Source: an optimization exercise on an open RTL-to-GDS flow (aim: small area, a short achievable clock period and few clock cycles per item). Production flows keep margins and buffers that such runs may drop. At most, simulation tests tie the RTL to the original design; equivalence was not proved. Power is estimated from default activity; no workload was simulated.

== main ==
// wkcore
module wkcore (
  input  wire        clk,
  input  wire        rst,
  input  wire        start,
  input  wire        ack,
  input  wire [31:0] page_words,
  input  wire [31:0] dst_cap_words,
  output wire        busy,
  output wire        done,
  output wire [1:0]  err,
  output wire [31:0] length,
  output wire [9:0]  pg_addr,
  output wire        pg_re,
  input  wire [31:0] pg_rdata,
  output reg  [10:0] dst_addr,
  output reg  [31:0] dst_wdata,
  output reg         dst_we
);
==> module wk_dict, before the edit <==
module wk_dict (
  input  wire        clk,
  input  wire        init,      
  input  wire        upd,       
  input  wire [15:0] sel,       
  input  wire [31:0] word,
  output reg         eq_hi,
  output reg         eq_lo
);
  wire [7:0]  k  = word[17:10];
  wire [6:0]  kt = {k[7] ^ k[0], k[6], k[5] ^ k[0], k[4] ^ k[0], k[3] ^ k[0], k[2], k[1]};
  wire [30:0] wt = {word[31:18], kt, word[9:0]};
  wire [30:0] dwr   = init ? {14'd0, 7'd0, 10'd1} : wt;
  wire [30:0] dwr13 = {dwr[30:11], dwr[10] | init, dwr[9:0]};
  reg [30:0] dict [0:15];
  reg [30:0] entry;
  integer j;
  always @(*) begin
    entry = 31'd0;
    for (j = 0; j < 16; j = j + 1)
      entry = entry | (dict[j] & {31{sel[j]}});
  end
  integer n;
  always @(posedge clk) begin
    eq_hi <= (wt[30:10] == entry[30:10]);
    eq_lo <= (wt[9:0] == entry[9:0]);
    for (n = 0; n < 16; n = n + 1)
      if (init || (upd && sel[n]))
        dict[n] <= (n == 13) ? dwr13 : dwr;
  end
endmodule
Settings: LEC_CHECK=0, CAP_MARGIN=20, CORE_MARGIN=2, CORE_UTILIZATION=65, SLEW_MARGIN=20; clock period 11.0 ns.
standard.sh (not shown) runs the stock make flow with config.mk's settings and CLKGATE_MAP_FILE= SYNTH_SCRIPT=/design/flow/synth_recipe.tcl, a recipe that flattens the netlist after the stock synthesis.
==> flow/flow/run.sh <==
#!/bin/bash
# Layout flow: the standard flow (standard.sh), with changes in how
# the layout is made:
#  - the port buffers are buf_2 cells instead of the cell buffer_ports picks;
#  - timing repair after CTS and global routing aims for more setup slack;
#  - clock tree synthesis uses clusters of up to 25 sinks and no dummy loads.
# The constraints (constraint.sdc, clock period) are used unchanged.
set -o pipefail
bash standard.sh \
  "BUFFER_PORTS_ARGS=-buffer_cell sky130_fd_sc_hd__buf_2" \
  SETUP_SLACK_MARGIN=7.8 \
  "CTS_ARGS=-sink_clustering_enable -repair_clock_nets -dont_use_dummy_load -sink_clustering_size 25 -sink_clustering_max_diameter 80" \
  finish > standard.log 2>&1
Testbench counts of main, summed over its fixed seeds: cycles 65,908, items 32.
Relative to main, the following input files were edited for the feature branch:
--- a/flow/design.v
+++ b/flow/design.v
@@ -19,7 +19,6 @@
   wire [6:0]  kt = {k[7] ^ k[0], k[6], k[5] ^ k[0], k[4] ^ k[0], k[3] ^ k[0], k[2], k[1]};
   wire [30:0] wt = {word[31:18], kt, word[9:0]};
-  wire [30:0] dwr   = init ? {14'd0, 7'd0, 10'd1} : wt;
-  wire [30:0] dwr13 = {dwr[30:11], dwr[10] | init, dwr[9:0]};
   reg [30:0] dict [0:15];
+  reg [15:0] valid;
   reg [30:0] entry;
   integer j;
@@ -29,11 +28,16 @@
       entry = entry | (dict[j] & {31{sel[j]}});
   end
+  wire v = |(valid & sel);
   integer n;
   always @(posedge clk) begin
-    eq_hi <= (wt[30:10] == entry[30:10]);
-    eq_lo <= (wt[9:0] == entry[9:0]);
+    eq_hi <= v ? (wt[30:10] == entry[30:10]) : (word[31:10] == 22'd0);
+    eq_lo <= v ? (wt[9:0] == entry[9:0]) : (word[9:0] == 10'd1);
     for (n = 0; n < 16; n = n + 1)
-      if (init || (upd && sel[n]))
-        dict[n] <= (n == 13) ? dwr13 : dwr;
+      if (upd && sel[n])
+        dict[n] <= wt;
+    if (init)
+      valid <= 16'd0;
+    else if (upd)
+      valid <= valid | sel;
   end
 endmodule
### Flow results
- Setup slack: the feature branch less than main
- Cmp main and the feature branch / worst-case setup slack after placement / lower: the feature branch
- Vias: the feature branch more than main
- The feature branch against main; total routed wirelength is up slightly.
- The feature branch vs main, power share of the sequential group went up by 0.4 points.
- The run showing the greater buffer count excluding the clock tree in the final layout is the feature branch.
- The feature branch vs main, share of layout cells above drive strength 1 went up by 1.5 points.
- Looking at total power across main and the feature branch, the one that comes out lower is the feature branch.
- Between main and the feature branch, the flow reports total number of tap cells increasing by a little under 10%.
- From main to the feature branch the numbers moved as follows: first-pass GRT wire length climbed 2.9%; synthesized area climbed about 2.2%; maximum number of pins on one net before global-route repair dropped about 2.6%.
- | area added between synthesis and finish | the feature branch vs main | 0.75 points higher |
The RTL of the feature branch was laid out without a check of its function.

Another version of the RTL of wkcore (not shown whole).
Size in the first run: ~2400 cells after synthesis, about 840 flip-flops, about 33000 um2 of cells after synthesis.
// wkcore
module wkcore (
  input  wire        clk,
  input  wire        rst,
  input  wire        start,
  input  wire        ack,
  input  wire [31:0] page_words,
  input  wire [31:0] dst_cap_words,
  output wire        busy,
  output wire        done,
  output wire [1:0]  err,
  output wire [31:0] length,
  output wire [9:0]  pg_addr,
  output wire        pg_re,
  input  wire [31:0] pg_rdata,
  output reg  [10:0] dst_addr,
  output reg  [31:0] dst_wdata,
  output reg         dst_we
);
Settings: LEC_CHECK=0, CAP_MARGIN=20, CORE_MARGIN=2, CORE_UTILIZATION=65, SLEW_MARGIN=20; clock period 11.0 ns.
Scripts as last shown in full above: flow/flow/run.sh
Edit:
--- a/flow/design.v
+++ b/flow/design.v
@@ -74,33 +74,32 @@
   wire cap_ok = cap_hi | cap_lo;
   wire accept = start & ~busy_r;
   reg  c1;                        
   wire bad    = c1 & ~(pw_ok & cap_ok);
   reg        rd_on;
   reg [10:0] rd_cnt;
   assign pg_re   = rd_on;
   assign pg_addr = rd_cnt[9:0];
   reg        rdv, va, vb, vc;
-  reg [31:0] w_a, w_b;
-  reg [9:0]  w_c;
+  reg [31:0] w_a, w_b, w_c;
   reg [3:0]  s_b, s_c;
   reg [15:0] oh_b;
   reg        z_b, z_c, nzv_b;
   wire [3:0] s_a;
   wk_hash_rom u_rom (.key(w_a[17:10]), .slot(s_a));
   always @(posedge clk) begin
     w_a  <= pg_rdata;
     w_b  <= w_a;
     s_b  <= s_a;
     oh_b <= 16'd1 << s_a;
     z_b  <= (w_a == 32'd0);
     nzv_b <= va & (w_a != 32'd0);
-    w_c  <= w_b[9:0];
+    w_c  <= w_b;
     s_c  <= s_b;
     z_c  <= z_b;
   end
   reg  [10:0] ci;                 
   reg         fin;                
   wire        p2   = ci[10];
   wire        last = (ci[9:0] == 10'd1023);
   wire eq_hi, eq_lo;
   reg  dinit;
@@ -139,21 +138,19 @@
   wire [9:0] l_sym = fin ? 10'd0 : w_c[9:0];
   reg        q7, l2;                            
   wire       lc    = l_in & l2;                 
   wire       qc    = q_in & q7;                 
   wire       tc    = vc & p2 & (ci[3:0] == 4'd15);
   wire       hdr1  = vc & p2 & (ci[9:0] == 10'd0);
   wire       hdr2  = vc & p2 & (ci[9:0] == 10'd1);
   wire [6:0] t_addr = {~|ci[9:4], ci[9:4]} + 7'd3;
   wire       idle_f = fin & ~padq & ~padl & ~qpend & ~tpend;
-  wire spec  = vb & nzv_b & ~p2 & ~(vc & last);
-  wire f_inc = pass1 & miss;
-  wire [10:0] fptr_inc = fptr + 11'd1;
+  wire wr_f  = pass1 & miss;
   wire wr_l  = ~pass1 & lc;
   wire wr_qp = ~pass1 & ~lc & qpend;
   wire wr_q  = ~pass1 & ~lc & ~qpend & qc;
   wire wr_t  = ~pass1 & ~lc & ~qpend & ~qc & tpend;
   wire wr_h1 = ~pass1 & ~lc & ~qpend & ~qc & ~tpend & hdr1;
   wire wr_h2 = ~pass1 & ~lc & ~qpend & ~qc & ~tpend & hdr2;
   wire wr_h3 = idle_f & ~h3w;
   wire finish = idle_f & h3w;
   always @(posedge clk) begin
@@ -198,19 +195,19 @@
       end
       if (bad)
         rd_cnt <= 11'd0;
       else if (rd_on)
         rd_cnt <= rd_cnt + 11'd1;
       rdv <= rd_on & ~bad;
       va  <= rdv;
       vb  <= va;
       vc  <= vb;
-      dst_we <= spec | wr_l | wr_qp | wr_q | wr_t | wr_h1 | wr_h2 | wr_h3;
+      dst_we <= wr_f | wr_l | wr_qp | wr_q | wr_t | wr_h1 | wr_h2 | wr_h3;
       if (c1) begin
         fin   <= 1'b0;
         qpend <= 1'b0;
         tpend <= 1'b0;
       end else begin
         if (vc & p2 & last)
           fin <= 1'b1;
         else if (finish)
           fin <= 1'b0;
@@ -262,28 +259,28 @@
       end
       for (i = 0; i < 2; i = i + 1)
         if (vc && p2 && ci[3:0] == i[3:0])
           t01[2*i +: 2] <= tag;
       for (i = 2; i < 16; i = i + 1)
         if (vc && p2 && ci[3:0] == i[3:0])
           tacc[2*i +: 2] <= tag;
       if (tc)
         tp01 <= t01;
-      if (f_inc | wr_qp | wr_q)
-        fptr <= fptr_inc;
+      if (wr_f | wr_qp | wr_q)
+        fptr <= fptr + 11'd1;
       if (wr_l)
         lptr <= lptr + 11'd1;
       if (wr_h3)
         h3w <= 1'b1;
     end
-    if (spec) begin
-      dst_addr  <= f_inc ? fptr_inc : fptr;
-      dst_wdata <= w_b;
+    if (pass1) begin
+      dst_addr  <= fptr;
+      dst_wdata <= w_c;
     end else if (lc) begin
       dst_addr  <= lptr;
       dst_wdata <= {2'b00, l_sym, lacc[19:0]};
     end else if (qpend | qc) begin
       dst_addr  <= fptr;
       dst_wdata <= {qpend ? qacc[31:28] : q_sym, qacc[27:0]};
     end else if (tpend) begin
       dst_addr  <= {4'd0, t_addr};
       dst_wdata <= {tacc[31:4], tp01};
Result: Cell area came out lower slightly; total power came out higher slightly; global-route usage came out lower by 1.6 points; hold slack degrades by 0.0048 ns; clock skew came out lower by 0.046 ns; flip-flop and latch count came out higher by 22; sequential share of layout area came out higher by 1.6 points; setup slack improves by 0.019 ns; clock-buffer cell count came out lower by 1.
Testbench counts after the change, summed over its fixed seeds: cycles 65,908, items 32.
Function not checked in the first run of this note: the RTL went through the layout flow alone.

==> afterwards: timing with drivers on the ports <==
The flow's constraints put no driver on any port. The routed layouts listed below were extracted and timed again, unchanged, in two steps. Step 1, drivers: a clkbuf_16 drives clk and a buf_2 each remaining input, both assumed. Step 2 moves the port delays by t, midway between the first and last clock arrival at a register: inputs arrive t later, outputs are due t later. That takes back most of the time a late clock gives input paths. Three values: no drivers, after step 1, after step 2; two values: the first two.
run	shift t [ns]	slack for setup (ns)	worst setup path after step 2	latest minus earliest clock arrival (ns)
main	0.629	7.739 / 7.680 / 7.628	input to register	0.117 / 0.116
the feature branch	0.628	7.719 / 7.659 / 7.616	input to register	0.086 / 0.086
the first run of note 2	0.631	7.716 / 7.653 / 7.599	input to register	0.089 / 0.089
the second run of note 2	0.639	7.736 / 7.675 / 7.591	input to register	0.043 / 0.042
After both steps setup and hold are still met in every run listed. For the second run of note 2, which loses most, drivers alone change the setup slack by -0.061 ns; drivers and shift together by -0.145 ns.
